From an optimization exercise on the open Yosys and OpenROAD flow, aimed at small area, a short achievable clock period and few clock cycles; shortcuts taken in it are not production practice. Only simulation tests tie the RTL to the original design; equivalence was not proved. Power figures rest on the tool's default switching activity, not on a simulated workload.

## scc_lnkdec
module scc_lnkdec (
    input  wire        clk,
    input  wire        rst,
    input  wire        start,
    input  wire        use_crc,
    input  wire [31:0] rxlen,
    input  wire [31:0] explen,
    output wire        ready,
    output wire        done,
    output wire [31:0] nvalid,
    output wire [31:0] ninvalid,
    output wire [31:0] reclen,
    input  wire        in_valid,
    output wire        in_ready,
    input  wire [31:0] in_data,
    output wire        out_valid,
    input  wire        out_ready,
    output wire [31:0] out_data,
    output wire        vm_valid,
    input  wire        vm_ready,
    output wire [31:0] vm_data
);
==> flow/config.mk <==
export PLATFORM = sky130hd
export DESIGN_NAME = scc_lnkdec
export DESIGN_NICKNAME = scc_lnkdec
export VERILOG_FILES = /design/flow/design.v
export SDC_FILE = /design/flow/constraint.sdc
export NUM_CORES = 4
export LEC_CHECK = 0
export CAP_MARGIN = 20
export CORE_MARGIN = 2
export CORE_UTILIZATION = 40
export PLACE_DENSITY = 0.6
export SETUP_SLACK_MARGIN = 5
export SLEW_MARGIN = 20
==> flow/constraint.sdc <==
create_clock -name core_clock -period 10.0 [get_ports {clk}]
set_input_delay 2.0000 -clock core_clock [delete_from_list [all_inputs] [get_ports {clk}]]
set_output_delay 2.0000 -clock core_clock [all_outputs]
set_load 0.01 [all_outputs]
standard.sh (not shown) runs the stock make flow with config.mk's settings and CLKGATE_MAP_FILE= SYNTH_SCRIPT=/design/flow/synth_recipe.tcl, a recipe that flattens the netlist after the stock synthesis.
==> flow/flow/run.sh <==
#!/bin/bash
# Standard layout, with timing repair aimed at a larger setup margin.
bash standard.sh SETUP_SLACK_MARGIN=6.5 finish > standard.log 2>&1
The baseline completed without violations.
Testbench counts at the start, summed over its fixed seeds: cycles 5,984.
Next try:
==> flow/run.sh (new file) <==
#!/bin/bash
# synth_recipe.tcl (not shown) runs the flow's synth.tcl, then flattens the netlist and writes it again
# the make line also repeats each setting of config.mk as NAME=value (left out here)
make -C /OpenROAD-flow-scripts/flow DESIGN_CONFIG=/design/flow/config.mk WORK_HOME=/design/flow/orfs CLKGATE_MAP_FILE= SYNTH_SCRIPT=/design/flow/synth_recipe.tcl finish
removed: flow/flow/run.sh
removed: flow/standard.sh
What happened:
- The changed run ran to the end with no violations
- utilization came out lower by 9.7 points
- sequential share of layout area went up by 5.3 points
- global-route usage falls by 2.6 points
- final cell count went down by 8.1%
- setup slack degrades by 900 ps
Next try:
==> flow/flow/run.sh (new file) <==
#!/bin/bash
# Standard layout, with timing repair aimed at a larger setup margin.
bash standard.sh SETUP_SLACK_MARGIN=6 finish > standard.log 2>&1
==> flow/standard.sh (new file) <==
#!/bin/bash
# synth_recipe.tcl (not shown) runs the flow's synth.tcl, then flattens the netlist and writes it again
# the make line also repeats each setting of config.mk as NAME=value (left out here)
make -C /OpenROAD-flow-scripts/flow DESIGN_CONFIG=/design/flow/config.mk WORK_HOME=/design/flow/orfs CLKGATE_MAP_FILE= SYNTH_SCRIPT=/design/flow/synth_recipe.tcl "${@:-finish}"
removed: flow/run.sh
=> Design area grows by about 7%. Clock power barely changes. Via count grows by about 4.3%. Cell count grows by 2.8%.

* * *

Another version of the RTL of scc_lnkdec (not shown whole).
For scale: about 340 flip-flops, ~270 I/O pins.
Settings: LEC_CHECK=0, CAP_MARGIN=20, CORE_MARGIN=2, CORE_UTILIZATION=55, PLACE_DENSITY=0.75, SETUP_SLACK_MARGIN=5, SLEW_MARGIN=20; clock period 10.0 ns.
==> flow/flow/run.sh <==
#!/bin/bash
# Standard layout with two changes: the port buffers are buf_2 cells, and
# timing repair aims at a larger setup margin.
bash standard.sh SETUP_SLACK_MARGIN=6.75 "BUFFER_PORTS_ARGS=-buffer_cell sky130_fd_sc_hd__buf_2" finish > standard.log 2>&1
Testbench counts at the start, summed over its fixed seeds: cycles 5,988.
Change:
==> flow/flow/run.sh (replaced) <==
#!/bin/bash
# Standard layout with two changes: the port buffers are buf_2 cells, and
# timing repair aims at a larger setup margin.
bash standard.sh SETUP_SLACK_MARGIN=6.5 "BUFFER_PORTS_ARGS=-buffer_cell sky130_fd_sc_hd__buf_2" finish > standard.log 2>&1
- CORE_UTILIZATION: 55 -> 70
- PLACE_DENSITY: 0.75 -> 0.85
=> Non-clock buffer count is lower by 106. Final cell count is lower by 5.9%. Design area is lower by 7.3%.
Change:
==> flow/flow/run.sh (replaced) <==
#!/bin/bash
# Standard layout with two changes: the port buffers are buf_2 cells, and
# timing repair aims at a larger setup margin.
bash standard.sh SETUP_SLACK_MARGIN=6 "BUFFER_PORTS_ARGS=-buffer_cell sky130_fd_sc_hd__buf_2" finish > standard.log 2>&1
- CORE_UTILIZATION: 70 -> 60
- PLACE_DENSITY: 0.85 -> 0.75
Routed wire length fell by 15%.
Non-clock buffer count fell by 79.
Sequential share of layout area rose by 2.0 points.
Hold slack degrades by 0.0070 ns.
Count of clock-buffer cells in the layout rose by 8.
Power fell by 3.1%.
Change:
==> flow/flow/run.sh (replaced) <==
#!/bin/bash
# Standard layout with two changes: the port buffers are buf_2 cells, and
# timing repair aims at a larger setup margin.
bash standard.sh SETUP_SLACK_MARGIN=6.5 "BUFFER_PORTS_ARGS=-buffer_cell sky130_fd_sc_hd__buf_2" finish > standard.log 2>&1
- PLACE_DENSITY: 0.75 -> 0.65
Result: The changed run completed with no timing, DRC or antenna violations. Via count grows by 2.2%. Cell count goes up by 2.1%. Design area increases by 5.9%. Total power rises by 2.8%. Sequential share of layout area goes down by 1.9 points. Synthesized cell count does not change. Critical path depth does not change. Routed wire length climbs by 6.6%. Non-clock buffer count came out higher by 63. Synthesized area is unchanged.

* * *

Starting RTL as in the previous note.
Settings: LEC_CHECK=0, CAP_MARGIN=20, CORE_MARGIN=2, CORE_UTILIZATION=50, PLACE_DENSITY=0.7, SETUP_SLACK_MARGIN=5, SLEW_MARGIN=20; clock period 10.0 ns.
==> flow/flow/run.sh <==
#!/bin/bash
# Standard layout with two changes: the port buffers are buf_1 cells, and
# timing repair aims at a larger setup margin.
bash standard.sh SETUP_SLACK_MARGIN=6.5 "BUFFER_PORTS_ARGS=-buffer_cell sky130_fd_sc_hd__buf_1" finish > standard.log 2>&1
Testbench counts at the start, summed over its fixed seeds: cycles 5,988.
Next try:
==> flow/flow/run.sh (replaced) <==
#!/bin/bash
# Standard layout with two changes: the port buffers are buf_2 cells, and
# timing repair aims at a larger setup margin.
bash standard.sh SETUP_SLACK_MARGIN=6.5 "BUFFER_PORTS_ARGS=-buffer_cell sky130_fd_sc_hd__buf_2" finish > standard.log 2>&1
CORE_UTILIZATION = 60   (was 50)
PLACE_DENSITY = 0.75   (was 0.7)
Worst setup slack is better by 93 ps.
Sequential share of layout area barely changes.
Non-clock buffer count came out lower by 13.
Clock-buffer cell count went up by 1.
Sequential cell count stays the same.
Worst hold slack degrades by 3.5 ps.
Clock skew came out higher by 9.9 ps.
Next try:
==> flow/flow/run.sh (replaced) <==
#!/bin/bash
# Standard layout, with timing repair aimed at a larger setup margin.
bash standard.sh SETUP_SLACK_MARGIN=6.5 finish > standard.log 2>&1
After rerunning: Final area grows by 7.9%. Global-route usage went up by 3.0 points. Setup slack degrades by 44 ps. Register-to-register slack degrades by 200 ps. Wire length is higher by 9.0%. Count of clock-buffer cells in the layout came out lower by 6. Maximum frequency came out lower by 1.2%. Die area is unchanged. Flip-flop and latch count is unchanged. Sequential power hardly moves. Sequential share of layout area fell by 2.3 points.
Next try:
==> flow/flow/run.sh (replaced) <==
#!/bin/bash
# Standard layout, with timing repair aimed at a larger setup margin.
bash standard.sh SETUP_SLACK_MARGIN=6 finish > standard.log 2>&1
The changed run produced a clean layout.
Design area falls by 6.9%.
Routed wire length falls by 10%.
First-iteration DRC count falls by 20%.
Register-to-register slack gets worse by 240 ps.
Area after synthesis does not change.
Next try:
==> flow/flow/run.sh (replaced) <==
#!/bin/bash
# Standard layout with two changes: the port buffers are buf_2 cells, and
# timing repair aims at a larger setup margin.
bash standard.sh SETUP_SLACK_MARGIN=6.5 "BUFFER_PORTS_ARGS=-buffer_cell sky130_fd_sc_hd__buf_2" finish > standard.log 2>&1
CORE_UTILIZATION = 55   (was 60)
Effect: Clock power rose by about 3%; design area fell by 1.8%; sequential power barely changes; first-iteration DRC count fell by 21%; power rose by about 1.4%; cell count rose by 1.2%; wire length fell by about 3%; core utilization fell by 7.2 points; maximum frequency rose by about 8%; flip-flop and latch count does not change.

* * *

v6:
scc_lnkdec, a different RTL version from the one above (not shown whole).
Size: about 2900 cells after synthesis, roughly 370 flip-flops, ~270 I/O pins, ~27000 sq um of cells after synthesis.
Design scc_lnkdec, start of the top module:
module scc_lnkdec (
    input  wire        clk,
    input  wire        rst,
    input  wire        start,
    input  wire        use_crc,
    input  wire [31:0] rxlen,
    input  wire [31:0] explen,
    output wire        ready,
    output wire        done,
    output wire [31:0] nvalid,
    output wire [31:0] ninvalid,
    output wire [31:0] reclen,
    input  wire        in_valid,
    output wire        in_ready,
    input  wire [31:0] in_data,
    output wire        out_valid,
    input  wire        out_ready,
    output wire [31:0] out_data,
    output wire        vm_valid,
    input  wire        vm_ready,
    output wire [31:0] vm_data
);
clock: 10.0 ns
lec_check: 0
cap_margin: 20
core_margin: 2
core_utilization: 60
place_density: 0.75
setup_slack_margin: 5
slew_margin: 20
==> flow/flow/run.sh <==
#!/bin/bash
# Standard layout, with timing repair aimed at a larger setup margin.
bash standard.sh SETUP_SLACK_MARGIN=6.5 finish > standard.log 2>&1
Testbench counts of v6, summed over its fixed seeds: cycles 5,984.
Setup changes, v6 to v7
Settings: CORE_UTILIZATION changed from 60 to 40; PLACE_DENSITY changed from 0.75 to 0.6.
==> flow/flow/run.sh <==
#!/bin/bash
# Standard layout, with timing repair aimed at a larger setup margin.
bash standard.sh SETUP_SLACK_MARGIN=6 finish > standard.log 2>&1
==> notes.md <==
The higher global-route usage of v7 and v6 is in v6.
Having completed the whole flow, v7 delivered a layout that passed the timing, design-rule and antenna checks.
Going from v6 to v7, worst-case setup margin in the final layout moved down; final area decreased by 5.4% relative to the old numbers; met1 capacity usage during global routing now smaller; post-layout minimum cycle time went up 280 ps; proportion of layout cells with a drive suffix above 1 fell 9.7 points.

* * *

== run 1 ==
scc_lnkdec, a different RTL version from the one above (not shown whole).
Size in the first run: roughly 3200 cells after synthesis, roughly 400 flip-flops, roughly 28000 sq um of cells after synthesis.
Settings: LEC_CHECK=0, CAP_MARGIN=20, CORE_MARGIN=2, CORE_UTILIZATION=40, PLACE_DENSITY=0.6, SLEW_MARGIN=20; clock period 10.0 ns.
run.sh (not shown) runs the stock make flow with config.mk's settings and CLKGATE_MAP_FILE= SYNTH_SCRIPT=/design/flow/synth_recipe.tcl, a recipe that flattens the netlist after the stock synthesis.
Stock flow here: none of the scripts above is used.
Run 1: all stages complete, timing, DRC and antenna checks passed
Testbench counts of run 1, summed over its fixed seeds: cycles 6,020.
Relative to run 1, the following input files were edited for run 2:
diff --git a/flow/config.mk b/flow/config.mk
--- a/flow/config.mk
+++ b/flow/config.mk
@@ -6,4 +6,5 @@
 export NUM_CORES = 4
 export LEC_CHECK = 0
+export ABC_CLOCK_PERIOD_IN_PS = 3000
 export CAP_MARGIN = 20
 export CORE_MARGIN = 2
### Flow results
Run 2 finished every stage and its layout cleared the timing, design-rule and antenna checks. Comparing run 1 with run 2, the count of instances resized after the clock tree is built came out essentially unchanged. Going from run 1 to run 2, count of flip-flops with a built-in enable after synthesis roughly the same; final period demand of the worst path roughly the same; number of distinct library cell variants in the gate-level netlist after synthesis roughly the same. The power share of the clock group on run 2 is in line with that on run 1. Final count of negative-setup-slack endpoints came out exactly the same in run 2 and run 1. From run 1 to run 2, highest clock frequency the design can meet did not move at all. Comparing run 1 against run 2, there is no change at all in post-synthesis xor/xnor area fraction.

re-timing with driven ports:
No port has a modelled driver above. Below, the same layouts with a new extraction and two added sets of constraints.
Step 1 assumes that a clkbuf_16 drives the clock port and a buf_2 every other input.
Step 2 times the ports against the registers' clock, not the clock port: input delays grow and output delays shrink by t, the midpoint of the rising clock arrivals with the driver on.
Three values: no drivers, after step 1, after step 2; two values: the first two.
run	shift t [ns]	setup WS [ns]	clock arrival spread, ns	worst register clock-pin slew, ns
the first run of note 1	0.669	5.971 / 5.971 / 5.433	0.039 / 0.038	0.07 / 0.07
the second run of note 1	0.640	5.072 / 5.106 / 4.466	0.023 / 0.024	0.06 / 0.06
the third run of note 1	0.673	6.002 / 6.002 / 5.413	0.032 / 0.031	0.06 / 0.06
the first run of note 2	0.639	6.396 / 6.403 / 5.765	0.027 / 0.027	0.07 / 0.07
the second run of note 2	0.623	5.818 / 5.818 / 5.421	0.035 / 0.035	0.07 / 0.07
the third run of note 2	0.617	6.103 / 6.117 / 5.519	0.016 / 0.016	0.07 / 0.07
the fourth run of note 2	0.633	6.411 / 6.429 / 5.796	0.016 / 0.016	0.06 / 0.06
the first run of note 3	0.645	6.291 / 6.329 / 5.684	0.017 / 0.018	0.07 / 0.07
the second run of note 3	0.639	6.384 / 6.399 / 5.760	0.033 / 0.033	0.06 / 0.06
the third run of note 3	0.641	6.340 / 6.363 / 5.724	0.025 / 0.025	0.07 / 0.07
the fourth run of note 3	0.637	6.075 / 6.060 / 5.479	0.028 / 0.028	0.07 / 0.07
the fifth run of note 3	0.650	6.379 / 6.398 / 5.748	0.032 / 0.032	0.07 / 0.07
v6	0.641	6.325 / 6.325 / 5.753	0.019 / 0.019	0.07 / 0.07
v7	0.663	6.043 / 6.086 / 5.423	0.037 / 0.037	0.07 / 0.07
run 1	0.658	2.458 / 2.458 / 2.458	0.022 / 0.022	0.07 / 0.07
run 2	0.658	2.458 / 2.458 / 2.458	0.022 / 0.022	0.07 / 0.07
After both steps setup and hold are still met in every run listed.
